This design comes from an exercise in tuning for small area, a short achievable clock period and few clock cycles on the open sky130 flow, not from production work.
No functional check of the RTL was part of this run.
No activity file was given, so power comes from the tool's default toggle rates.

File: flow/design.v
module jscore_wtq (
    input  wire [7:0] idx,
    output wire       neg,
    output wire [6:0] mag
);
    reg [6:0] q;
    wire [5:0] k = idx[6] ? (6'd0 - idx[5:0]) : idx[5:0];
    always @(*) begin
        case (k)
            6'd0: q = 7'd0;
            6'd1: q = 7'd3;
            6'd2: q = 7'd6;
            6'd3: q = 7'd9;
            6'd4: q = 7'd12;
            6'd5: q = 7'd16;
            6'd6: q = 7'd19;
            6'd7: q = 7'd22;
            6'd8: q = 7'd25;
            6'd9: q = 7'd28;
            6'd10: q = 7'd31;
            6'd11: q = 7'd34;
            6'd12: q = 7'd37;
            6'd13: q = 7'd40;
            6'd14: q = 7'd43;
            6'd15: q = 7'd46;
            6'd16: q = 7'd49;
            6'd17: q = 7'd51;
            6'd18: q = 7'd54;
            6'd19: q = 7'd57;
            6'd20: q = 7'd60;
            6'd21: q = 7'd63;
            6'd22: q = 7'd65;
            6'd23: q = 7'd68;
            6'd24: q = 7'd71;
            6'd25: q = 7'd73;
            6'd26: q = 7'd76;
            6'd27: q = 7'd78;
            6'd28: q = 7'd81;
            6'd29: q = 7'd83;
            6'd30: q = 7'd85;
            6'd31: q = 7'd88;
            6'd32: q = 7'd90;
            6'd33: q = 7'd92;
            6'd34: q = 7'd94;
            6'd35: q = 7'd96;
            6'd36: q = 7'd98;
            6'd37: q = 7'd100;
            6'd38: q = 7'd102;
            6'd39: q = 7'd104;
            6'd40: q = 7'd106;
            6'd41: q = 7'd107;
            6'd42: q = 7'd109;
            6'd43: q = 7'd111;
            6'd44: q = 7'd112;
            6'd45: q = 7'd113;
            6'd46: q = 7'd115;
            6'd47: q = 7'd116;
            6'd48: q = 7'd117;
            6'd49: q = 7'd118;
            6'd50: q = 7'd120;
            6'd51: q = 7'd121;
            6'd52: q = 7'd122;
            6'd53: q = 7'd122;
            6'd54: q = 7'd123;
            6'd55: q = 7'd124;
            6'd56: q = 7'd125;
            6'd57: q = 7'd125;
            6'd58: q = 7'd126;
            6'd59: q = 7'd126;
            6'd60: q = 7'd126;
            6'd61: q = 7'd127;
            6'd62: q = 7'd127;
            6'd63: q = 7'd127;
            default: q = 7'd0;
        endcase
    end
    assign mag = (idx[6] && idx[5:0] == 6'd0) ? 7'd127 : q;
    assign neg = idx[7];
endmodule
module jscore_wt (
    input  wire [7:0] idx,
    output wire [7:0] val
);
    wire       n;
    wire [6:0] m;
    jscore_wtq u_q (.idx(idx), .neg(n), .mag(m));
    assign val = n ? (8'd0 - {1'b0, m}) : {1'b0, m};
endmodule
module jscore_pt (
    input  wire [6:0]  idx,
    output reg  [22:0] val
);
    always @(*) begin
        case (idx)
            7'd0: val = 23'h000b2a;
            7'd1: val = 23'h000bd4;
            7'd2: val = 23'h000c88;
            7'd3: val = 23'h000d46;
            7'd4: val = 23'h000e10;
            7'd5: val = 23'h000ee7;
            7'd6: val = 23'h000fc9;
            7'd7: val = 23'h0010ba;
            7'd8: val = 23'h0011b8;
            7'd9: val = 23'h0012c6;
            7'd10: val = 23'h0013e4;
            7'd11: val = 23'h001513;
            7'd12: val = 23'h001653;
            7'd13: val = 23'h0017a7;
            7'd14: val = 23'h00190f;
            7'd15: val = 23'h001a8d;
            7'd16: val = 23'h001c21;
            7'd17: val = 23'h001dcd;
            7'd18: val = 23'h001f93;
            7'd19: val = 23'h002173;
            7'd20: val = 23'h002370;
            7'd21: val = 23'h00258c;
            7'd22: val = 23'h0027c8;
            7'd23: val = 23'h002a25;
            7'd24: val = 23'h002ca7;
            7'd25: val = 23'h002f4e;
            7'd26: val = 23'h00321e;
            7'd27: val = 23'h003519;
            7'd28: val = 23'h003842;
            7'd29: val = 23'h003b9a;
            7'd30: val = 23'h003f25;
            7'd31: val = 23'h0042e7;
            7'd32: val = 23'h0046e1;
            7'd33: val = 23'h004b18;
            7'd34: val = 23'h004f8f;
            7'd35: val = 23'h00544a;
            7'd36: val = 23'h00594d;
            7'd37: val = 23'h005e9d;
            7'd38: val = 23'h00643d;
            7'd39: val = 23'h006a33;
            7'd40: val = 23'h007083;
            7'd41: val = 23'h007734;
            7'd42: val = 23'h007e4b;
            7'd43: val = 23'h0085cd;
            7'd44: val = 23'h008dc2;
            7'd45: val = 23'h009630;
            7'd46: val = 23'h009f1e;
            7'd47: val = 23'h00a894;
            7'd48: val = 23'h00b29a;
            7'd49: val = 23'h00bd39;
            7'd50: val = 23'h00c87a;
            7'd51: val = 23'h00d465;
            7'd52: val = 23'h00e107;
            7'd53: val = 23'h00ee68;
            7'd54: val = 23'h00fc95;
            7'd55: val = 23'h010b9a;
            7'd56: val = 23'h011b84;
            7'd57: val = 23'h012c60;
            7'd58: val = 23'h013e3c;
            7'd59: val = 23'h015128;
            7'd60: val = 23'h016535;
            7'd61: val = 23'h017a72;
            7'd62: val = 23'h0190f3;
            7'd63: val = 23'h01a8cb;
            7'd64: val = 23'h01c20d;
            7'd65: val = 23'h01dcd0;
            7'd66: val = 23'h01f92a;
            7'd67: val = 23'h021734;
            7'd68: val = 23'h023708;
            7'd69: val = 23'h0258bf;
            7'd70: val = 23'h027c78;
            7'd71: val = 23'h02a251;
            7'd72: val = 23'h02ca6a;
            7'd73: val = 23'h02f4e5;
            7'd74: val = 23'h0321e7;
            7'd75: val = 23'h035196;
            7'd76: val = 23'h03841a;
            7'd77: val = 23'h03b9a0;
            7'd78: val = 23'h03f255;
            7'd79: val = 23'h042e69;
            7'd80: val = 23'h046e0f;
            7'd81: val = 23'h04b17e;
            7'd82: val = 23'h04f8f0;
            7'd83: val = 23'h0544a1;
            7'd84: val = 23'h0594d3;
            7'd85: val = 23'h05e9c9;
            7'd86: val = 23'h0643cd;
            7'd87: val = 23'h06a32b;
            7'd88: val = 23'h070835;
            7'd89: val = 23'h077340;
            7'd90: val = 23'h07e4aa;
            7'd91: val = 23'h085cd1;
            7'd92: val = 23'h08dc1e;
            7'd93: val = 23'h0962fd;
            7'd94: val = 23'h09f1e0;
            7'd95: val = 23'h0a8943;
            7'd96: val = 23'h0b29a6;
            7'd97: val = 23'h0bd393;
            7'd98: val = 23'h0c879a;
            7'd99: val = 23'h0d4656;
            7'd100: val = 23'h0e1069;
            7'd101: val = 23'h0ee681;
            7'd102: val = 23'h0fc953;
            7'd103: val = 23'h10b9a3;
            7'd104: val = 23'h11b83c;
            7'd105: val = 23'h12c5f9;
            7'd106: val = 23'h13e3c0;
            7'd107: val = 23'h151286;
            7'd108: val = 23'h16534c;
            7'd109: val = 23'h17a726;
            7'd110: val = 23'h190f34;
            7'd111: val = 23'h1a8cac;
            7'd112: val = 23'h1c20d3;
            7'd113: val = 23'h1dcd02;
            7'd114: val = 23'h1f92a7;
            7'd115: val = 23'h217345;
            7'd116: val = 23'h237078;
            7'd117: val = 23'h258bf2;
            7'd118: val = 23'h27c781;
            7'd119: val = 23'h2a250c;
            7'd120: val = 23'h2ca698;
            7'd121: val = 23'h2f4e4b;
            7'd122: val = 23'h321e69;
            7'd123: val = 23'h351958;
            7'd124: val = 23'h3841a6;
            7'd125: val = 23'h3b9a04;
            7'd126: val = 23'h3f254e;
            7'd127: val = 23'h42e68b;
            default: val = 23'h000000;
        endcase
    end
endmodule
module jscore_ptd (
    input  wire [6:0]  idx,
    output reg  [17:0] val
);
    always @(*) begin
        case (idx)
            7'd0: val = 18'h000aa;
            7'd1: val = 18'h000b4;
            7'd2: val = 18'h000be;
            7'd3: val = 18'h000ca;
            7'd4: val = 18'h000d7;
            7'd5: val = 18'h000e2;
            7'd6: val = 18'h000f1;
            7'd7: val = 18'h000fe;
            7'd8: val = 18'h0010e;
            7'd9: val = 18'h0011e;
            7'd10: val = 18'h0012f;
            7'd11: val = 18'h00140;
            7'd12: val = 18'h00154;
            7'd13: val = 18'h00168;
            7'd14: val = 18'h0017e;
            7'd15: val = 18'h00194;
            7'd16: val = 18'h001ac;
            7'd17: val = 18'h001c6;
            7'd18: val = 18'h001e0;
            7'd19: val = 18'h001fd;
            7'd20: val = 18'h0021c;
            7'd21: val = 18'h0023c;
            7'd22: val = 18'h0025d;
            7'd23: val = 18'h00282;
            7'd24: val = 18'h002a7;
            7'd25: val = 18'h002d0;
            7'd26: val = 18'h002fb;
            7'd27: val = 18'h00329;
            7'd28: val = 18'h00358;
            7'd29: val = 18'h0038b;
            7'd30: val = 18'h003c2;
            7'd31: val = 18'h003fa;
            7'd32: val = 18'h00437;
            7'd33: val = 18'h00477;
            7'd34: val = 18'h004bb;
            7'd35: val = 18'h00503;
            7'd36: val = 18'h00550;
            7'd37: val = 18'h005a0;
            7'd38: val = 18'h005f6;
            7'd39: val = 18'h00650;
            7'd40: val = 18'h006b1;
            7'd41: val = 18'h00717;
            7'd42: val = 18'h00782;
            7'd43: val = 18'h007f5;
            7'd44: val = 18'h0086e;
            7'd45: val = 18'h008ee;
            7'd46: val = 18'h00976;
            7'd47: val = 18'h00a06;
            7'd48: val = 18'h00a9f;
            7'd49: val = 18'h00b41;
            7'd50: val = 18'h00beb;
            7'd51: val = 18'h00ca2;
            7'd52: val = 18'h00d61;
            7'd53: val = 18'h00e2d;
            7'd54: val = 18'h00f05;
            7'd55: val = 18'h00fea;
            7'd56: val = 18'h010dc;
            7'd57: val = 18'h011dc;
            7'd58: val = 18'h012ec;
            7'd59: val = 18'h0140d;
            7'd60: val = 18'h0153d;
            7'd61: val = 18'h01681;
            7'd62: val = 18'h017d8;
            7'd63: val = 18'h01942;
            7'd64: val = 18'h01ac3;
            7'd65: val = 18'h01c5a;
            7'd66: val = 18'h01e0a;
            7'd67: val = 18'h01fd4;
            7'd68: val = 18'h021b7;
            7'd69: val = 18'h023b9;
            7'd70: val = 18'h025d9;
            7'd71: val = 18'h02819;
            7'd72: val = 18'h02a7b;
            7'd73: val = 18'h02d02;
            7'd74: val = 18'h02faf;
            7'd75: val = 18'h03284;
            7'd76: val = 18'h03586;
            7'd77: val = 18'h038b5;
            7'd78: val = 18'h03c14;
            7'd79: val = 18'h03fa6;
            7'd80: val = 18'h0436f;
            7'd81: val = 18'h04772;
            7'd82: val = 18'h04bb1;
            7'd83: val = 18'h05032;
            7'd84: val = 18'h054f6;
            7'd85: val = 18'h05a04;
            7'd86: val = 18'h05f5e;
            7'd87: val = 18'h0650a;
            7'd88: val = 18'h06b0b;
            7'd89: val = 18'h0716a;
            7'd90: val = 18'h07827;
            7'd91: val = 18'h07f4d;
            7'd92: val = 18'h086df;
            7'd93: val = 18'h08ee3;
            7'd94: val = 18'h09763;
            7'd95: val = 18'h0a063;
            7'd96: val = 18'h0a9ed;
            7'd97: val = 18'h0b407;
            7'd98: val = 18'h0bebc;
            7'd99: val = 18'h0ca13;
            7'd100: val = 18'h0d618;
            7'd101: val = 18'h0e2d2;
            7'd102: val = 18'h0f050;
            7'd103: val = 18'h0fe99;
            7'd104: val = 18'h10dbd;
            7'd105: val = 18'h11dc7;
            7'd106: val = 18'h12ec6;
            7'd107: val = 18'h140c6;
            7'd108: val = 18'h153da;
            7'd109: val = 18'h1680e;
            7'd110: val = 18'h17d78;
            7'd111: val = 18'h19427;
            7'd112: val = 18'h1ac2f;
            7'd113: val = 18'h1c5a5;
            7'd114: val = 18'h1e09e;
            7'd115: val = 18'h1fd33;
            7'd116: val = 18'h21b7a;
            7'd117: val = 18'h23b8f;
            7'd118: val = 18'h25d8b;
            7'd119: val = 18'h2818c;
            7'd120: val = 18'h2a7b3;
            7'd121: val = 18'h2d01e;
            7'd122: val = 18'h2faef;
            7'd123: val = 18'h3284e;
            7'd124: val = 18'h3585e;
            7'd125: val = 18'h38b4a;
            7'd126: val = 18'h3c13d;
            default: val = 18'h00000;
        endcase
    end
endmodule
module jscore_recip (
    input  wire [3:0]  idx,
    output reg  [31:0] val
);
    always @(*) begin
        case (idx)
            4'd0: val = 32'h00010000;
            4'd1: val = 32'h00008000;
            4'd2: val = 32'h00005555;
            4'd3: val = 32'h00004000;
            4'd4: val = 32'h00003333;
            4'd5: val = 32'h00002aaa;
            4'd6: val = 32'h00002492;
            4'd7: val = 32'h00002000;
            4'd8: val = 32'h00001c71;
            default: val = 32'h00000000;
        endcase
    end
endmodule
module jscore_add #(parameter N = 32) (
    input  wire [N-1:0] a,
    input  wire [N-1:0] b,
    input  wire         ci,
    output wire [N-1:0] s
);
    function integer dstart;
        input integer n;
        integer m;
        begin
            m = 1;
            while (m * 4 < n) m = m * 2;
            dstart = m;
        end
    endfunction
    localparam DM = dstart(N);
    function [N-1:0] bk;
        input [N-1:0] x;
        input [N-1:0] y;
        input         c;
        reg   [N-1:0] p, G, P;
        integer i, d;
        begin
            p = x ^ y;
            G = x & y;
            G[0] = G[0] | (p[0] & c);
            P = p;
            for (d = 1; d < N; d = d * 2)
                for (i = 2 * d - 1; i < N; i = i + 2 * d) begin
                    G[i] = G[i] | (P[i] & G[i-d]);
                    P[i] = P[i] & P[i-d];
                end
            for (d = DM; d >= 1; d = d / 2)
                for (i = 3 * d - 1; i < N; i = i + 2 * d) begin
                    G[i] = G[i] | (P[i] & G[i-d]);
                    P[i] = P[i] & P[i-d];
                end
            bk = p ^ {G[N-2:0], c};
        end
    endfunction
    assign s = bk(a, b, ci);
endmodule
module jscore_addk #(parameter N = 48) (
    input  wire [N-1:0] a,
    input  wire [N-1:0] b,
    output wire [N-1:0] s
);
    function [N-1:0] ks;
        input [N-1:0] x;
        input [N-1:0] y;
        reg   [N-1:0] p, G, P;
        integer i, d;
        begin
            p = x ^ y;
            G = x & y;
            P = p;
            for (d = 1; d < N; d = d * 2)
                for (i = N - 1; i >= d; i = i - 1) begin
                    G[i] = G[i] | (P[i] & G[i-d]);
                    P[i] = P[i] & P[i-d];
                end
            ks = p ^ {G[N-2:0], 1'b0};
        end
    endfunction
    assign s = ks(a, b);
endmodule
module jscore_mac (
    input  wire [32:0] a,
    input  wire [8:0]  b_one,
    input  wire [8:0]  b_two,
    input  wire [8:0]  b_neg,
    input  wire [47:0] c,
    output wire [47:0] s
);
    wire [47:0] r [0:10];
    genvar i;
    generate
        for (i = 0; i < 9; i = i + 1) begin : g_pp
            wire [33:0] x  = ({34{b_one[i]}} & {a[32], a}) | ({34{b_two[i]}} & {a, 1'b0});
            wire [33:0] pp = x ^ {34{b_neg[i]}};
            wire [47:0] w  = {14'd0, ~pp[33], pp[32:0]};
            assign r[i] = w << (2 * i);
        end
    endgenerate
    localparam [47:0] K = 48'h5556_0000_0000;
    assign r[9]  = K | {31'd0, b_neg[8], 1'b0, b_neg[7], 1'b0, b_neg[6], 1'b0, b_neg[5], 1'b0,
                        b_neg[4], 1'b0, b_neg[3], 1'b0, b_neg[2], 1'b0, b_neg[1], 1'b0, b_neg[0]};
    assign r[10] = c;
    wire [47:0] a0, a1, a2, a3, a4, a5, b0, b1, b2, b3, d0, d1, d2, d3, e0, e1, f0, f1;
    assign a0 = r[0] ^ r[1] ^ r[2];  assign a1 = ((r[0] & r[1]) | (r[0] & r[2]) | (r[1] & r[2])) << 1;
    assign a2 = r[3] ^ r[4] ^ r[5];  assign a3 = ((r[3] & r[4]) | (r[3] & r[5]) | (r[4] & r[5])) << 1;
    assign a4 = r[6] ^ r[7] ^ r[8];  assign a5 = ((r[6] & r[7]) | (r[6] & r[8]) | (r[7] & r[8])) << 1;
    assign b0 = a0 ^ a1 ^ a2;  assign b1 = ((a0 & a1) | (a0 & a2) | (a1 & a2)) << 1;
    assign b2 = a3 ^ a4 ^ a5;  assign b3 = ((a3 & a4) | (a3 & a5) | (a4 & a5)) << 1;
    assign d0 = b0 ^ b1 ^ b2;  assign d1 = ((b0 & b1) | (b0 & b2) | (b1 & b2)) << 1;
    assign d2 = b3 ^ r[9] ^ r[10];  assign d3 = ((b3 & r[9]) | (b3 & r[10]) | (r[9] & r[10])) << 1;
    assign e0 = d0 ^ d1 ^ d2;  assign e1 = ((d0 & d1) | (d0 & d2) | (d1 & d2)) << 1;
    assign f0 = e0 ^ e1 ^ d3;  assign f1 = ((e0 & e1) | (e0 & d3) | (e1 & d3)) << 1;
    jscore_addk #(48) u_cpa (.a(f0), .b(f1), .s(s));
endmodule
module jscore (
    input  wire        clk,
    input  wire        rst,
    input  wire        req,
    input  wire        we,
    input  wire [2:0]  addr,
    input  wire [31:0] wdata,
    output wire        ready,
    output reg         rvalid,
    output wire [31:0] rdata
);
    localparam [2:0] PH_IDLE    = 3'd0;
    localparam [2:0] PH_ATTACK  = 3'd1;
    localparam [2:0] PH_DECAY   = 3'd2;
    localparam [2:0] PH_SUSTAIN = 3'd3;
    localparam [2:0] PH_RELEASE = 3'd4;
    localparam S_IDLE = 0;     
    localparam S_EX   = 1;     
    localparam S_MA   = 2;     
    localparam S_MB   = 3;     
    localparam S_R1   = 4;     
    localparam S_R2   = 5;     
    localparam S_RF   = 6;     
    localparam S_TK   = 7;     
    localparam S_DN   = 8;     
    localparam S_MP   = 9;     
    localparam S_FN   = 10;    
    localparam S_N1   = 11;    
    localparam NS     = 12;
    localparam [NS-1:0] ONE = 1;
    reg [31:0] opa, opb, res;
    reg [2:0]  env_phase;
    reg [4:0]  eph;              
    reg        stale;
    reg        err;
    reg        dirty;            
    reg [31:0] freq;             
    reg [31:0] detune;
    reg [3:0]  unison;
    reg [3:0]  crush_d1;
    reg [3:0]  crush_d2;
    reg [32*8-1:0] inc_f;        
    reg [32*9-1:0] phase_f;      
    reg [8*9-1:0]  samp;         
    reg [16:0] env_level;        
    reg [16:0] env_gain;         
    reg [17:0] env_step;         
    reg [7:0]  env_atk;          
    reg [16:0] env_dec_tgt;      
    reg [31:0] cfg_attack, cfg_decay, cfg_release, cfg_esc;
    reg [16:0] cfg_sustain;      
    reg [3:0]  cfg_ishift;
    reg [32*8-1:0] sm_val_f;
    reg [16*8-1:0] sm_alpha_f;   
    reg        rst_r;            
    reg [NS-1:0] st;             
    reg [31:0] cmd;              
    reg        mc_r;             
    reg        tk_r;             
    reg        f_opa, f_opb;     
    reg [1:0]  rk;               
    reg        iw;               
    reg        rs_a, rs_b, rs_r, rs_s;    
    reg        wlo;              
    reg        mnar;             
    reg        msgn;             
    reg [32:0] mA;
    reg [8:0]  mB_one, mB_two, mB_neg;
    reg [31:0] mC;
    reg        mCl;              
    reg        cen;              
    reg [15:0] av_s, av_c;       
    reg        pv;               
    reg [8:0]  act;              
    reg [8:0]  uh;               
    wire [7:0]  op    = cmd[7:0];
    wire [3:0]  idx   = cmd[11:8];
    wire [3:0]  rsv   = cmd[15:12];
    wire [15:0] imm   = cmd[31:16];
    wire [7:0]  regno = cmd[23:16];
    wire [4:0] status = {err, stale, env_phase};
    wire need_more = mc_r | (tk_r & ((stale & dirty) | !pv));
    assign ready = !rst_r & (st[S_IDLE] | (st[S_EX] & !need_more) |
                             st[S_MA] | st[S_TK] | st[S_DN] | st[S_FN]);
    wire acc     = req & ready;
    wire acc_cmd = acc & we & (addr == 3'd0);
    assign rdata = ({32{rs_a}} & opa) | ({32{rs_b}} & opb) | ({32{rs_r}} & res) |
                   {27'd0, {5{rs_s}} & status};
    wire [7:0] wop = wdata[7:0];
    wire w_mc = ((wop[7:4] == 4'h1) && !wop[2]) || (wop == 8'h20) || (wop == 8'h30) ||
                (wop == 8'h34) || (wop == 8'h61);
    wire w_tk = (wop == 8'h41);
    wire [22:0] pt_v0;
    wire [17:0] pt_d;
    wire [31:0] recip_cur;
    wire [6:0]  pt_i;
    jscore_pt    u_pt    (.idx(pt_i), .val(pt_v0));
    jscore_ptd   u_ptd   (.idx(pt_i), .val(pt_d));
    jscore_recip u_recip (.idx(unison), .val(recip_cur));
    wire is_nop      = (op == 8'h00);
    wire is_mul      = (op[7:4] == 4'h1) && !op[2];
    wire is_smooth   = (op == 8'h20);
    wire is_setnote  = (op == 8'h30);
    wire is_setdet   = (op == 8'h31);
    wire is_setuni   = (op == 8'h32);
    wire is_setbc    = (op == 8'h33);
    wire is_noteon   = (op == 8'h34);
    wire is_noteoff  = (op == 8'h35);
    wire is_envupd   = (op == 8'h40);
    wire is_tick     = (op == 8'h41);
    wire is_rdreg    = (op == 8'h50);
    wire is_wrreg    = (op == 8'h51);
    wire is_crush    = (op == 8'h60);
    wire is_mixclip  = (op == 8'h61);
    wire op_known = is_nop | is_mul | is_smooth | is_setnote | is_setdet | is_setuni |
                    is_setbc | is_noteon | is_noteoff | is_envupd | is_tick |
                    is_rdreg | is_wrreg | is_crush | is_mixclip;
    reg        rd_ok;
    reg [31:0] rd_val;
    integer k;
    always @(*) begin
        rd_ok  = 1'b1;
        rd_val = 32'd0;
        case (regno)
            8'h00: rd_val = {27'd0, status};
            8'h01: rd_val = freq;
            8'h02: rd_val = detune;
            8'h03: rd_val = {28'd0, unison};
            8'h04: rd_val = {20'd0, crush_d2, 4'd0, crush_d1};
            8'h08: rd_val = {15'd0, env_level};
            8'h09: rd_val = {15'd0, env_gain};
            8'h0A: rd_val = {{14{env_step[17]}}, env_step};
            8'h0B: rd_val = {15'd0, env_atk, 9'd0};
            8'h0C: rd_val = {15'd0, env_dec_tgt};
            8'h10: rd_val = cfg_attack;
            8'h11: rd_val = cfg_decay;
            8'h12: rd_val = {15'd0, cfg_sustain};
            8'h13: rd_val = cfg_release;
            8'h14: rd_val = cfg_esc;
            8'h15: rd_val = {28'd0, cfg_ishift};
            8'h20, 8'h21, 8'h22, 8'h23, 8'h24, 8'h25, 8'h26, 8'h27,
            8'h30, 8'h31, 8'h32, 8'h33, 8'h34, 8'h35, 8'h36, 8'h37,
            8'h41, 8'h42, 8'h43, 8'h44, 8'h45, 8'h46, 8'h47, 8'h48,
            8'h50, 8'h51, 8'h52, 8'h53, 8'h54, 8'h55, 8'h56, 8'h57, 8'h58: begin
                for (k = 0; k < 8; k = k + 1) begin
                    if (regno[2:0] == k && regno[7:4] == 4'h2) rd_val = sm_val_f[32*k +: 32];
                    if (regno[2:0] == k && regno[7:4] == 4'h3) rd_val = {16'd0, sm_alpha_f[16*k +: 16]};
                    if (regno[3:0] == k + 1 && regno[7:4] == 4'h4) rd_val = inc_f[32*k +: 32];
                end
                for (k = 0; k < 9; k = k + 1)
                    if (regno[3:0] == k && regno[7:4] == 4'h5) rd_val = phase_f[32*k +: 32];
            end
            default: rd_ok = 1'b0;
        endcase
    end
    wire wr_ok = (regno == 8'h00) || (regno >= 8'h10 && regno <= 8'h15) ||
                 (regno >= 8'h20 && regno <= 8'h27) ||
                 (regno >= 8'h30 && regno <= 8'h37);
    wire illegal = (rsv != 4'd0) || !op_known ||
                   ((is_rdreg || is_wrreg) && imm[15:8] != 8'd0) ||
                   (is_smooth && idx[3]) ||
                   (is_rdreg && !rd_ok) ||
                   (is_wrreg && !wr_ok);
    wire [47:0] m_s;
    jscore_mac u_mac (.a(mA), .b_one(mB_one), .b_two(mB_two), .b_neg(mB_neg),
                      .c(cen ? {mC, {16{mCl}}} : 48'd0), .s(m_s));
    wire [31:0] m_hi = m_s[47:16];
    wire [31:0] m_lo = m_s[31:0];
    wire [31:0] m_w  = wlo ? m_lo : m_hi;
    function [4:0] phase_oh;
        input [2:0] ph;
        begin
            phase_oh = (ph <= 3'd4) ? (5'd1 << ph) : 5'd0;
        end
    endfunction
    function [26:0] booth;
        input [17:0] b;
        reg   [18:0] bx;
        reg   [2:0]  t;
        integer n;
        begin
            bx = {b, 1'b0};
            for (n = 0; n < 9; n = n + 1) begin
                t = bx[2*n +: 3];
                booth[n]      = t[1] ^ t[0];
                booth[9 + n]  = (t == 3'b011) || (t == 3'b100);
                booth[18 + n] = t[2] && (t != 3'b111);
            end
        end
    endfunction
    reg [17:0] nB;       
    reg        nB_ld;
    wire        mul_fast   = op[3];
    wire [1:0]  mul_fmt    = op[1:0];
    wire        mul_signed = mul_fmt[1];
    wire        mul_wide   = (mul_fmt == 2'b01) || (mul_fmt == 2'b10);
    wire [32:0] mw_a  = {mul_signed & opa[31], opa};
    wire [32:0] mw_b  = {mul_signed & opb[31], opb};
    wire [16:0] mn_a  = {mul_signed & opa[15], opa[15:0]};
    wire [16:0] mn_b  = {mul_signed & opb[15], opb[15:0]};
    wire [24:0] mwf_a = mw_a[32:8];          
    wire [24:0] mwf_b = mw_b[32:8];
    wire [12:0] mnf_a = mn_a[16:4];          
    wire [12:0] mnf_b = mn_b[16:4];
    wire [31:0] mul_res = mnar ? {{16{msgn & m_hi[15]}}, m_hi[15:0]} : m_w;
    reg  [31:0] sm_prev;
    reg  [15:0] sm_alph;
    always @(*) begin
        sm_prev = 32'd0;
        sm_alph = 16'd0;
        for (k = 0; k < 8; k = k + 1)
            if (idx[2:0] == k) begin
                sm_prev = sm_val_f[32*k +: 32];
                sm_alph = sm_alpha_f[16*k +: 16];
            end
    end
    wire [32:0] sm_d;
    jscore_add #(33) u_smd (.a({1'b0, sm_prev}), .b({1'b1, ~opa}), .ci(1'b1), .s(sm_d));
    wire [6:0]         sn_note = (imm > 16'd127) ? 7'd127 : imm[6:0];
    wire signed [17:0] sn_sum  = $signed({3'b000, sn_note, 8'h00}) + $signed({{2{opa[15]}}, opa[15:0]});
    wire [14:0]        sn_p    = sn_sum[17] ? 15'd0 :
                                 (sn_sum > 18'sd32512) ? 15'h7F00 : sn_sum[14:0];
    assign pt_i = mC[14:8] & {7{st[S_N1]}};
    wire [6:0]  no_v   = (imm > 16'd127) ? 7'd127 : imm[6:0];
    wire        no_max = (no_v == 7'd127);
    wire [17:0] no_vg  = no_max ? 18'h10000 : {2'b00, no_v, 9'd0};
    wire [3:0]  su_n   = (imm > 16'd8) ? 4'd8 : imm[3:0];
    wire [7:0]  bc_v   = (imm > 16'd255) ? 8'd255 : imm[7:0];
    wire [7:0]  bc_lo  = (bc_v > 8'd128) ? 8'd128 : bc_v;
    wire [7:0]  bc_hi  = (bc_v > 8'd128) ? (bc_v - 8'd128) : 8'd0;
    wire [8:0]  rh = recip_cur[16:8];
    wire [15:0] mc_res = ($signed(mC) > 32'sd32767)  ? 16'h7FFF :
                         ($signed(mC) < -32'sd32768) ? 16'h8000 : mC[15:0];
    wire ph_i = eph[0];
    wire ph_a = eph[1];
    wire ph_d = eph[2];
    wire ph_s = eph[3];
    wire ph_r = eph[4];
    wire ph_dr = ph_d | ph_r;
    wire big_a = |cfg_attack[31:17];
    wire big_d = |cfg_decay[31:17];
    wire big_r = |cfg_release[31:17];
    wire [16:0] env_atk_tgt = {env_atk, 9'd0};
    wire [19:0] eu_x  = ph_a ? {3'd0, cfg_attack[16:0]} :
                        ph_d ? {3'h7, ~cfg_decay[16:0]} :
                        ph_r ? {3'h7, ~cfg_release[16:0]} : 20'd0;
    wire [19:0] eu_y  = ph_a ? {3'h7, ~env_atk_tgt} : ph_d ? {3'h7, ~env_dec_tgt} : 20'hFFFFF;
    wire [19:0] eu_l  = {3'd0, env_level};
    wire [19:0] eu_ng = {3'h7, ~env_gain};
    wire [19:0] eu_cand, eu_cmp, eu_cg, eu_c1, eu_c2, eu_g1, eu_g2;
    jscore_add #(20) u_euc (.a(eu_l), .b(eu_x), .ci(ph_dr), .s(eu_cand));
    assign eu_c1 = eu_l ^ eu_x ^ eu_y;  assign eu_c2 = ((eu_l & eu_x) | (eu_l & eu_y) | (eu_x & eu_y)) << 1;
    jscore_add #(20) u_eum (.a(eu_c1), .b(eu_c2), .ci(1'b1), .s(eu_cmp));
    assign eu_g1 = eu_l ^ eu_x ^ eu_ng;  assign eu_g2 = ((eu_l & eu_x) | (eu_l & eu_ng) | (eu_x & eu_ng)) << 1;
    jscore_add #(20) u_eug (.a(eu_g1), .b({eu_g2[19:1], ph_dr}), .ci(1'b1), .s(eu_cg));
    wire        eu_cond = ph_a ? (big_a | !eu_cmp[19]) :
                          ph_d ? (big_d | eu_cmp[19]) :
                          ph_r ? (big_r | eu_cmp[19]) : 1'b0;
    wire [16:0] eu_fix  = ph_a ? env_atk_tgt : (ph_d | ph_s) ? env_dec_tgt :
                          (ph_r | ph_i) ? 17'd0 : env_level;
    wire        eu_take = eu_cond | !(ph_a | ph_dr);
    wire [16:0] eu_level = eu_take ? eu_fix : eu_cand[16:0];
    wire [17:0] eu_fg;
    jscore_add #(18) u_euf (.a({1'b0, eu_fix}), .b({1'b1, ~env_gain}), .ci(1'b1), .s(eu_fg));
    wire [17:0] eu_fgs = $signed(eu_fg) >>> cfg_ishift;
    wire [17:0] eu_cgs = $signed(eu_cg[17:0]) >>> cfg_ishift;
    wire [17:0] eu_step  = eu_take ? eu_fgs : eu_cgs;
    wire [2:0]  eu_phase = !eu_cond ? env_phase :
                           ph_a ? PH_DECAY : ph_d ? PH_SUSTAIN : PH_IDLE;
    wire [15:0] cm1 = 16'hFFFF << crush_d1;
    wire [15:0] cm2 = 16'hFFFF << crush_d2;
    wire [15:0] cr_in  = opa[15:0];
    wire [16:0] cr_s   = {cr_in[15] & cm1[15], cr_in & cm1} + {cr_in[15] & cm2[15], cr_in & cm2};
    wire [15:0] cr_res = cr_s[16:1];
    wire [15:0] avg;
    jscore_add #(16) u_avg (.a(av_s), .b(av_c), .ci(1'b0), .s(avg));
    wire [7:0]  mx_ch = avg[15:8];
    wire [10:0] mx_gx = {2'b00, env_gain[16:8]} << 1;
    wire [17:0] mx_r [0:4];
    wire [4:0]  mx_neg;
    genvar gm;
    generate
        for (gm = 0; gm < 5; gm = gm + 1) begin : g_mx
            wire [2:0]  t   = mx_gx[2*gm +: 3];
            wire        one = t[1] ^ t[0];
            wire        two = (t == 3'b011) || (t == 3'b100);
            assign mx_neg[gm] = t[2] && (t != 3'b111);
            wire [8:0]  x   = ({9{one}} & {mx_ch[7], mx_ch}) | ({9{two}} & {mx_ch, 1'b0});
            wire [8:0]  pp  = x ^ {9{mx_neg[gm]}};
            wire [17:0] se  = {{9{pp[8]}}, pp};
            if (gm == 0) begin : g_r0
                assign mx_r[gm] = se;
            end else begin : g_rn
                assign mx_r[gm] = (se << (2 * gm)) | ({17'd0, mx_neg[gm-1]} << (2 * gm - 2));
            end
        end
    endgenerate
    wire [17:0] mx_a0, mx_a1, mx_b0, mx_b1, mx_c0, mx_c1;
    assign mx_a0 = mx_r[0] ^ mx_r[1] ^ mx_r[2];  assign mx_a1 = ((mx_r[0] & mx_r[1]) | (mx_r[0] & mx_r[2]) | (mx_r[1] & mx_r[2])) << 1;
    assign mx_b0 = mx_r[3] ^ mx_r[4] ^ mx_a0;  assign mx_b1 = ((mx_r[3] & mx_r[4]) | (mx_r[3] & mx_a0) | (mx_r[4] & mx_a0)) << 1;
    assign mx_c0 = mx_b0 ^ mx_b1 ^ mx_a1;  assign mx_c1 = ((mx_b0 & mx_b1) | (mx_b0 & mx_a1) | (mx_b1 & mx_a1)) << 1;
    wire [17:0] mx_y;
    jscore_add #(18) u_mxy (.a(mx_c0), .b(mx_c1), .ci(1'b0), .s(mx_y));
    wire signed [18:0] en_sum = $signed({2'b00, env_gain}) + $signed({env_step[17], env_step});
    wire signed [18:0] en_lvl = $signed({2'b00, env_level});
    reg  [16:0] en_gain;
    always @(*) begin
        en_gain = env_gain;
        if (!env_step[17] && env_step != 18'd0)
            en_gain = (en_sum < en_lvl) ? en_sum[16:0] : env_level;
        else if (env_step[17])
            en_gain = (en_sum > en_lvl) ? en_sum[16:0] : env_level;
    end
    wire [32*9-1:0] nph;
    wire [8*9-1:0]  nsamp;
    genvar gj;
    generate
        for (gj = 0; gj <= 8; gj = gj + 1) begin : g_osc
            wire [31:0] incj;
            if (gj == 0) begin : g0
                assign incj = freq;
            end else begin : gn
                assign incj = inc_f[32*(gj-1) +: 32];
            end
            jscore_add #(32) u_add (.a(phase_f[32*gj +: 32]), .b(incj), .ci(1'b0), .s(nph[32*gj +: 32]));
            jscore_wt u_wt (.idx(nph[32*gj+16 +: 8]), .val(nsamp[8*gj +: 8]));
        end
    endgenerate
    wire [11:0] pt [0:8];
    generate
        for (gj = 0; gj <= 8; gj = gj + 1) begin : g_ps
            assign pt[gj] = {{4{samp[8*gj+7] & act[gj]}}, samp[8*gj +: 8] & {8{act[gj]}}};
        end
    endgenerate
    wire [11:0] q0, q1, q2, q3, q4, q5, r0, r1, r2, r3, t0, t1;
    assign q0 = pt[0] ^ pt[1] ^ pt[2];  assign q1 = ((pt[0] & pt[1]) | (pt[0] & pt[2]) | (pt[1] & pt[2])) << 1;
    assign q2 = pt[3] ^ pt[4] ^ pt[5];  assign q3 = ((pt[3] & pt[4]) | (pt[3] & pt[5]) | (pt[4] & pt[5])) << 1;
    assign q4 = pt[6] ^ pt[7] ^ pt[8];  assign q5 = ((pt[6] & pt[7]) | (pt[6] & pt[8]) | (pt[7] & pt[8])) << 1;
    assign r0 = q0 ^ q1 ^ q2;  assign r1 = ((q0 & q1) | (q0 & q2) | (q1 & q2)) << 1;
    assign r2 = q3 ^ q4 ^ q5;  assign r3 = ((q3 & q4) | (q3 & q5) | (q4 & q5)) << 1;
    assign t0 = r0 ^ r1 ^ r2;  assign t1 = ((r0 & r1) | (r0 & r2) | (r1 & r2)) << 1;
    wire [11:0] v0, v1;
    assign v0 = t0 ^ t1 ^ r3;  assign v1 = ((t0 & t1) | (t0 & r3) | (t1 & r3)) << 1;
    wire [11:0] ps_sum;
    jscore_add #(12) u_ps (.a(v0), .b(v1), .ci(1'b0), .s(ps_sum));
    wire [15:0] ps16   = {{4{ps_sum[11]}}, ps_sum};
    wire [15:0] sa1 = ({16{uh[0]}} & (ps16 << 8)) | ({16{uh[1]}} & (ps16 << 7)) |
                      ({16{uh[2] | uh[3]}} & (ps16 << 6)) |
                      ({16{uh[4] | uh[5] | uh[6] | uh[7]}} & (ps16 << 5)) | ({16{uh[8]}} & (ps16 << 4));
    wire [15:0] sa2 = ({16{uh[2] | uh[4]}} & (ps16 << 4)) | ({16{uh[5] | uh[8]}} & (ps16 << 3)) |
                      ({16{uh[6]}} & (ps16 << 2));
    wire [15:0] sa3 = ({16{uh[2] | uh[8]}} & (ps16 << 2)) | ({16{uh[4] | uh[5]}} & (ps16 << 1));
    wire [15:0] sa4 = {16{uh[2] | uh[4]}} & ps16;
    wire [15:0] w0, w1, x0, x1;
    assign w0 = sa1 ^ sa2 ^ sa3;  assign w1 = ((sa1 & sa2) | (sa1 & sa3) | (sa2 & sa3)) << 1;
    assign x0 = w0 ^ w1 ^ sa4;  assign x1 = ((w0 & w1) | (w0 & sa4) | (w1 & sa4)) << 1;
    wire [31:0] rc_y = (rk == 2'd0) ? detune : cfg_esc;
    wire det_1p = (detune[31:25] == 7'd0);
    wire esc_1p = (cfg_esc[31:25] == 7'd0);
    wire [31:0] inc_p, inc_m;
    jscore_add #(32) u_incp (.a(freq), .b(mC),  .ci(1'b0), .s(inc_p));
    jscore_add #(32) u_incm (.a(freq), .b(~mC), .ci(1'b1), .s(inc_m));
    wire tick_now = (st[S_EX] && !illegal && is_tick && !(stale && dirty) && pv) ||
                    st[S_TK];
    wire uni_chg  = st[S_EX] && !illegal && is_setuni && (su_n != unison);
    wire [26:0] nB_enc = booth(nB);
    always @(*) begin
        nB    = 18'd0;
        nB_ld = 1'b1;
        if (st[S_EX]) begin
                if (is_mul) begin
                    if (mul_wide)
                        nB = mul_fast ? {{9{mwf_b[24]}}, mwf_b[24:16]} : {mw_b[32], mw_b[32:16]};
                    else
                        nB = mul_fast ? {{5{mnf_b[12]}}, mnf_b} : {mn_b[16], mn_b};
                end else if (is_smooth)
                    nB = {2'b00, sm_alph};
                else if (is_noteon)
                    nB = no_vg;
                else if (is_tick)
                    nB = det_1p ? {1'b0, detune[24:8]} : {10'd0, detune[31:24]};
                else if (is_mixclip)
                    nB = {9'd0, rh};
                else
                    nB_ld = 1'b0;
        end else if (st[S_MB])
            nB = mul_fast ? {2'b00, mwf_b[15:0]} : {2'b00, mw_b[15:0]};
        else if (st[S_N1])
            nB = {2'b00, mC[7:0], 8'd0};
        else if (st[S_R1])
            nB = {2'b00, rc_y[23:8]};
        else if (st[S_R2])
            nB = esc_1p ? {1'b0, cfg_esc[24:8]} : {10'd0, cfg_esc[31:24]};
        else
            nB_ld = 1'b0;
    end
    integer i;
    always @(posedge clk) begin
        rst_r <= rst;
        if (rst_r) begin
            st          <= ONE << S_IDLE;
            cmd         <= 32'd0;
            mc_r        <= 1'b0;
            tk_r        <= 1'b0;
            f_opa       <= 1'b0;
            f_opb       <= 1'b0;
            rk          <= 2'd0;
            iw          <= 1'b0;
            rs_a        <= 1'b0;
            rs_b        <= 1'b0;
            rs_r        <= 1'b0;
            rs_s        <= 1'b0;
            rvalid      <= 1'b0;
            wlo         <= 1'b0;
            mnar        <= 1'b0;
            msgn        <= 1'b0;
            mA          <= 33'd0;
            mB_one      <= 9'd0;
            mB_two      <= 9'd0;
            mB_neg      <= 9'd0;
            mC          <= 32'd0;
            mCl         <= 1'b0;
            cen         <= 1'b0;
            av_s        <= 16'd0;
            av_c        <= 16'd0;
            pv          <= 1'b1;
            act         <= 9'h001;
            uh          <= 9'h001;
            opa         <= 32'd0;
            opb         <= 32'd0;
            res         <= 32'd0;
            env_phase   <= PH_IDLE;
            eph         <= 5'd1;
            stale       <= 1'b1;
            err         <= 1'b0;
            dirty       <= 1'b0;
            freq        <= 32'd0;
            detune      <= 32'd0;
            unison      <= 4'd0;
            crush_d1    <= 4'd0;
            crush_d2    <= 4'd0;
            env_level   <= 17'd0;
            env_gain    <= 17'd0;
            env_step    <= 18'd0;
            env_atk     <= 8'd0;
            env_dec_tgt <= 17'd0;
            cfg_attack  <= 32'd0;
            cfg_decay   <= 32'd0;
            cfg_sustain <= 17'd0;
            cfg_release <= 32'd0;
            cfg_esc     <= 32'h0001_0CCD;
            cfg_ishift  <= 4'd0;
            inc_f       <= 256'd0;
            phase_f     <= 288'd0;
            samp        <= 72'd0;
            sm_val_f    <= 256'd0;
            sm_alpha_f  <= 128'd0;
        end else begin
            av_s  <= x0;
            av_c  <= x1;
            pv    <= !(tick_now || uni_chg);
            rvalid <= acc & !we;
            rs_a   <= acc & !we & (addr == 3'd1);
            rs_b   <= acc & !we & (addr == 3'd2);
            rs_r   <= acc & !we & (addr == 3'd3);
            rs_s   <= acc & !we & (addr == 3'd4);
            f_opa  <= acc & we & (addr == 3'd1);
            f_opb  <= acc & we & (addr == 3'd2);
            if (f_opa) opa <= cmd;
            if (f_opb) opb <= cmd;
            if (nB_ld) begin
                mB_one <= nB_enc[8:0];
                mB_two <= nB_enc[17:9];
                mB_neg <= nB_enc[26:18];
            end
            st <= ONE << S_IDLE;
            if (st[S_EX]) begin
                    if (illegal) begin
                        err <= 1'b1;
                        if (mc_r) st <= ONE << S_DN;
                    end else if (is_mul) begin
                        cen  <= 1'b0;
                        mnar <= !mul_wide;
                        msgn <= mul_signed;
                        if (mul_wide) begin
                            mA  <= mul_fast ? {{8{mwf_a[24]}}, mwf_a} : mw_a;
                            wlo <= mul_fast;
                            st  <= ONE << S_MB;
                        end else begin
                            mA  <= mul_fast ? {{4{mnf_a[12]}}, mnf_a, 16'd0} : {{8{mn_a[16]}}, mn_a, 8'd0};
                            wlo <= 1'b0;
                            st  <= ONE << S_MA;
                        end
                    end else if (is_smooth) begin
                        mnar <= 1'b0;
                        mA  <= sm_d;
                        mC  <= opa;
                        mCl <= sm_d[32];
                        cen <= 1'b1;
                        wlo <= 1'b0;
                        st  <= ONE << S_MA;
                    end else if (is_setnote) begin
                        mC  <= {17'd0, sn_p};
                        st  <= ONE << S_N1;
                    end else if (is_setdet) begin
                        if (opa != detune) begin
                            detune <= opa;
                            stale  <= 1'b1;
                            dirty  <= 1'b1;
                        end
                    end else if (is_setuni) begin
                        if (su_n != unison) begin
                            unison <= su_n;
                            stale  <= 1'b1;
                        end
                        for (i = 0; i <= 8; i = i + 1) begin
                            act[i] <= (i <= su_n);
                            uh[i]  <= (i == su_n);
                        end
                    end else if (is_setbc) begin
                        crush_d1 <= bc_lo[7:4];
                        crush_d2 <= bc_hi[7:4];
                    end else if (is_noteon) begin
                        mA  <= {16'd0, cfg_sustain};
                        cen <= 1'b0;
                        wlo <= 1'b0;
                        env_atk   <= no_vg[16:9];
                        env_phase <= PH_ATTACK;
                        eph       <= 5'd2;
                        st  <= ONE << S_MA;
                    end else if (is_noteoff) begin
                        if (env_phase != PH_IDLE) begin
                            env_phase <= PH_RELEASE;
                            eph       <= 5'd16;
                        end
                    end else if (is_envupd) begin
                        env_phase <= eu_phase;
                        eph       <= phase_oh(eu_phase);
                        env_level <= eu_level;
                        env_step  <= eu_step;
                    end else if (is_tick) begin
                        if (stale && dirty) begin
                            mA  <= {9'd0, freq[31:8]};
                            cen <= 1'b0;
                            rk  <= 2'd0;
                            iw  <= 1'b0;
                            st  <= ONE << (det_1p ? S_R2 : S_R1);
                        end else begin
                            stale <= 1'b0;
                            if (!pv) st <= ONE << S_TK;
                        end
                    end else if (is_rdreg) begin
                        res <= rd_val;
                    end else if (is_wrreg) begin
                        case (regno)
                            8'h00: if (opa[4]) err <= 1'b0;
                            8'h10: cfg_attack  <= opa;
                            8'h11: cfg_decay   <= opa;
                            8'h12: cfg_sustain <= (opa > 32'h0001_0000) ? 17'h10000 : opa[16:0];
                            8'h13: cfg_release <= opa;
                            8'h14: begin
                                cfg_esc <= opa;
                                stale   <= 1'b1;
                                dirty   <= 1'b1;
                            end
                            8'h15: cfg_ishift <= opa[3:0];
                            default: ;
                        endcase
                        for (i = 0; i < 8; i = i + 1) begin
                            if (regno == 8'h20 + i)
                                sm_val_f[32*i +: 32] <= opa;
                            if (regno == 8'h30 + i)
                                sm_alpha_f[16*i +: 16] <= (opa > 32'h0000_FFFF) ? 16'hFFFF : opa[15:0];
                        end
                    end else if (is_crush) begin
                        res <= {{16{cr_res[15]}}, cr_res};
                    end else if (is_mixclip) begin
                        mA  <= {{9{opa[31]}}, opa[31:8]};
                        cen <= 1'b0;
                        wlo <= 1'b1;
                        st  <= ONE << S_MP;
                    end
                end
            if (st[S_MB]) begin
                    mC  <= m_lo;
                    mCl <= 1'b0;
                    cen <= 1'b1;
                    st  <= ONE << S_MA;
                end
            if (st[S_MA]) begin
                    if (is_mul | is_smooth)
                        res <= mul_res;
                    if (is_smooth) begin
                        for (i = 0; i < 8; i = i + 1)
                            if (idx[2:0] == i)
                                sm_val_f[32*i +: 32] <= m_hi;
                    end else if (is_noteon)
                        env_dec_tgt <= m_hi[16:0];
                end
            if (st[S_N1]) begin
                    mA  <= {15'd0, pt_d};
                    mC  <= {9'd0, pt_v0};
                    mCl <= 1'b0;
                    cen <= 1'b1;
                    wlo <= 1'b0;
                    st  <= ONE << S_MP;
                end
            if (st[S_MP]) begin
                    mC <= m_w;
                    st <= ONE << S_FN;
                end
            if (st[S_FN]) begin
                    if (is_setnote) begin
                        if (mC != freq) begin
                            freq  <= mC;
                            stale <= 1'b1;
                            dirty <= 1'b1;
                        end
                    end else
                        res <= {{16{mc_res[15]}}, mc_res};
                end
            if (st[S_R1]) begin
                    for (i = 1; i < 4; i = i + 1)
                        if (iw && rk == i) begin
                            inc_f[32*(2*i-2) +: 32] <= inc_p;
                            inc_f[32*(2*i-1) +: 32] <= inc_m;
                        end
                    iw  <= 1'b0;
                    mC  <= m_lo;
                    mCl <= 1'b0;
                    cen <= 1'b1;
                    st  <= ONE << S_R2;
                end
            if (st[S_R2]) begin
                    for (i = 1; i < 4; i = i + 1)
                        if (iw && rk == i) begin
                            inc_f[32*(2*i-2) +: 32] <= inc_p;
                            inc_f[32*(2*i-1) +: 32] <= inc_m;
                        end
                    mC  <= m_lo;
                    iw  <= 1'b1;
                    cen <= 1'b0;
                    mA  <= {9'd0, m_lo[31:8]};
                    rk  <= rk + 2'd1;
                    st  <= ONE << ((rk == 2'd3) ? S_RF : esc_1p ? S_R2 : S_R1);
                end
            if (st[S_RF]) begin
                    inc_f[32*6 +: 32] <= inc_p;
                    inc_f[32*7 +: 32] <= inc_m;
                    stale  <= 1'b0;
                    dirty  <= 1'b0;
                    iw     <= 1'b0;
                    st     <= ONE << S_TK;
                end
            if (tick_now) begin
                for (i = 0; i <= 8; i = i + 1) begin
                    if (i <= unison) begin
                        phase_f[32*i +: 32] <= nph[32*i +: 32];
                        samp[8*i +: 8]      <= nsamp[8*i +: 8];
                    end
                end
                res      <= {{14{mx_y[17]}}, mx_y};
                env_gain <= en_gain;
            end
            if (ready) begin
                cmd  <= wdata;
                mc_r <= w_mc;
                tk_r <= w_tk;
            end
            if (acc_cmd)
                st <= ONE << S_EX;
        end
    end
endmodule
File: flow/flow/run.sh
#!/bin/bash
# Layout with the standard ORFS flow; repair_timing aims for extra setup slack.
set -euo pipefail
bash standard.sh SETUP_SLACK_MARGIN=14 finish > flow_make.log 2>&1
File: flow/standard.sh
#!/bin/bash
# synth_recipe.tcl (not shown) runs the flow's synth.tcl, then flattens the netlist and writes it again
# the make line also repeats each setting of config.mk as NAME=value (left out here)
make -C /OpenROAD-flow-scripts/flow DESIGN_CONFIG=/design/flow/config.mk WORK_HOME=/design/flow/orfs CLKGATE_MAP_FILE= SYNTH_SCRIPT=/design/flow/synth_recipe.tcl "${@:-finish}"
File: flow/config.mk
export PLATFORM = sky130hd
export DESIGN_NAME = jscore
export DESIGN_NICKNAME = jscore
export VERILOG_FILES = /design/flow/design.v
export SDC_FILE = /design/flow/constraint.sdc
export NUM_CORES = 8
export LEC_CHECK = 0
export CAP_MARGIN = 20
export CORE_MARGIN = 2
export CORE_UTILIZATION = 40
export SLEW_MARGIN = 20
export SYNTH_HIERARCHICAL = 1
File: flow/constraint.sdc
create_clock -name core_clock -period 20.0 [get_ports {clk}]
set_input_delay 4.0000 -clock core_clock [delete_from_list [all_inputs] [get_ports {clk}]]
set_output_delay 4.0000 -clock core_clock [all_outputs]
set_load 0.01 [all_outputs]
==> results_dict.tcl <==
set metrics [dict create \
    whs_path_depth 2 \
    hold_path_class "flip-flop to flip-flop" \
    rsz0062_at_grt "yes" \
    avgSynthCellArea_um2 7.91 \
    critPathKind "flip-flop to primary output" \
    dp_hpwl_um 588000 \
    antenna_found_initial 101 \
    clock_sinks 1611 \
    rows 219 \
    status "failed layout checks" \
    drt_iter0_drc 25088 \
    reg2reg_depth 16 \
    cts_buffers 200 \
    crit_path_start_kind "flip-flop" \
    final-hold-violation-count 0 \
    fp.dieH_um 601 \
    fin_worst_skew_ns 0.102 \
    start_util 0.401 \
    synthCells 18031 \
    syn2layout_area_growth_pct 19.9 \
    crit_chain "buf_12 > buf_12 > a222oi_1 > inv_1 > buf_6" \
    clock_latency_ns 1.02 \
    crit_path_frequent_cell "buf_12" \
    holdPathEnd "samp[19]$_SDFFE_PP0P_" \
    fmax_mhz 143 \
    yosysWarningCount 19 \
    p_per_area_nw_per_um2 48.8 \
    fin_hold_ws_ns 0.450 \
    cp.buffers_inverters 4 \
    so_faults "capacitance limit, slew limit" \
    worstPathRequired_ns 16.00 \
    drc 0 \
    reg2reg_slack_ns 13.05 \
    worstHoldStart "samp[19]$_SDFFE_PP0P_" \
    r2r-end "res[19]$_SDFF_PP0_" \
    cts.clk_slew.worst_paths_ns 0.06 \
    root_buffer "clkbuf_16" \
    slew_headroom -0.0210 \
    dieArea_um2 361000 \
    arrival_ns 3.01 \
    syn_area_um2 143000 \
    vias 155729 \
    cap_viol_max_count 2 \
    rr_startpoint "cmd[1]$_SDFFE_PP0P_" \
    critPathMaxStageDelay_ns 0.97 \
    period_needed_ns 7.01 \
    grt_max_degree 198 \
    timing.setup.tns_ns 0 \
    drive_above_1_share 0.180 \
    die_w_um 601 \
    slowest_stage "a222oi_1" \
    slew_violations 65 \
    grt-ovfl-total 0 \
    cts_tree "done" \
    drtAntennaViolNets 0 \
    tightest_slew_ns 1.53 \
    finalCritPeriodShare 0.350 \
    p_leak_nw 65.5 \
    routabilityCongestion 1.15 \
    wl_um 824000 \
    io_pins 73 \
    h-tree-depth 4 \
    wl_per_cell_um 35.7 \
    num-nets-final 19576 \
    cp_top_family "compound AO/OA/AOI/OAI gates" \
    grt_pass1_vias 139587 \
    setup_viol 0 \
    vias_per_cell 6.74 \
    track_usage 0.430 \
    cts.path.max_buffers 4 \
    ctsHoldBuffers 0 \
    cp_max_fo 5 \
    cp-end-kind "primary output" \
    grt_pass1_wl_um 1120000 \
    core-area_um2 355000 \
    io_buffers 72 \
    dr.pass1.iters 13 \
    ir_drop_mv 0.0708 \
]
[worst max path at each step]
stage	from	to	slack [ns]	cells past startpoint
4_1_cts	av_s[3]$_SDFF_PP0_	res[26]$_SDFF_PP0_	13.28	25
3_3_place_gp	mA[0]$_SDFFE_PP0P_	mC[17]$_SDFFE_PP0P_	12.34	24
3_5_place_dp	mA[4]$_SDFFE_PP0P_	mC[17]$_SDFFE_PP0P_	12.38	24
2_1_floorplan	mB_two[5]$_SDFFE_PP0P_	mC[21]$_SDFFE_PP0P_	13.95	29
6_report	rs_a$_SDFF_PP0_	rdata[30]	12.99	5
5_1_grt	av_s[3]$_SDFF_PP0_	res[31]$_SDFF_PP0_	13.15	26
[final cells by class]
class / count / area (µm²)
Antenna cell: 81 / 203
Clock buffer: 266 / 5600
Clock inverter: 97 / 1290
Fill cell: 34474 / 184000
Inverter: 1132 / 4290
Multi-Input combinational cell: 13866 / 108000
Sequential cell: 1611 / 32500
Tap cell: 4751 / 5940
Timing Repair Buffer: 1293 / 13200
[power breakdown]
part | internal [mW] | switching (mW)
combinational | 0.362 | 0.736
clock | 2.29 | 1.72
sequential | 3.21 | 0.0250
total | 5.86 | 2.48
[state kept, by name, summed over array words and instances, names as in the netlist, 17 cells and up]
register     count
cfg_sustain     17
detune          32
sm_alpha_f     128
opb             32
opa             32
env_gain        17
mC              32
samp            72
cfg_release     32
freq            32
env_step        18
env_dec_tgt     17
phase_f        288
res             32
sm_val_f       256
cfg_attack      32
cfg_decay       32
inc_f          256
mA              33
cmd             32
cfg_esc         32
env_level       17
[per-stage QoR]
step                      total power [mW]  cells  instance area (µm²)   util  setup slack, ns
after floorplan                       3.69  18061               143000      -            13.95
after global placement                4.05  21986               149000  0.418            12.34
after detailed placement              4.05  21994               149000  0.419            12.38
after CTS                             8.13  22693               164000  0.461            13.28
after global routing                  8.42  23025               171000  0.481            13.15
final                                 8.34  23097               171000  0.481            12.99
[cells in the final DEF, fill, tap and decap left out, types with 101 or more instances in the layout]
cell / count
a22oi_1: 505
o211ai_1: 177
inv_1: 1060
nor2_4: 171
xnor2_1: 391
nand3_1: 248
nand2_1: 2427
buf_12: 131
clkbuf_16: 216
a211oi_1: 362
and2_1: 143
dfxtp_1: 1512
xor2_1: 321
a221oi_1: 134
buf_6: 185
ha_1: 696
nand2b_1: 140
o21ai_1: 101
a222oi_1: 109
nor3_1: 228
fa_1: 605
buf_4: 858
a21oi_1: 1615
o22ai_1: 122
a21o_1: 219
a211oi_2: 181
o21ai_0: 596
mux2i_1: 615
nor2_1: 1164
[worst reg2reg max path, stage by stage, from the launching register on]
cell,delay (ns)
dfxtp_1,0.30
buf_4,0.25
inv_1,0.14
ha_1,0.42
nor3b_4,0.26
buf_4,0.24
nand3b_1,0.12
buf_4,0.51
nand3_1,0.50
nor3_2,0.54
nand2_1,0.44
nor4_4,0.33
buf_4,0.50
nand3_1,0.66
a211oi_1,1.28
o31ai_1,0.21
a21oi_1,0.19
[metal layers]
metal / vias up / wire, µm / part of all wire / GRT usage
met2: 12263 / 316000 / 0.38 / 0.580
met4: 55 / 89000 / 0.11 / 0.361
li1: 64123 / - / - / -
met1: 75537 / 295000 / 0.36 / 0.518
met3: 3751 / 122000 / 0.15 / 0.190
met5: - / 1190 / 0.0014 / 0.0165
[repair_timing]
action | in CTS | in global routing
endpoints found under the setup margin | 570 | 632
resized for setup | 1233 | 967
buffers inserted | 314 | 284
hold endpoints to repair | 0 | 0
pin swaps | 564 | 539
cloned | 22 | 25

re-timing with driven ports:
How much do the figures lean on ideal ports? The routed layout below was timed once more, with nothing changed but the port constraints. Step 1: set_driving_cell puts a clkbuf_16 on clk and a buf_2 on each other input, an assumption about the parent block. Step 2 times the ports against the registers' clock, not the clock port: input delays grow and output delays shrink by t, the midpoint of the rising clock arrivals with the driver on. a / b / c = ideal ports / drivers / drivers and shift; a / b = the first two.
t (ns): 1.098
setup slack, ns: 12.994 / 12.864 / 13.048
hold WS [ns]: 0.450 / 0.450 / 0.450
slew at the worst register clock pin (ns): 0.07 / 0.07
worst data-port slew with drivers (ns): 0.05
For this run, drivers alone change the setup slack by -0.130 ns; drivers and shift together by +0.054 ns.
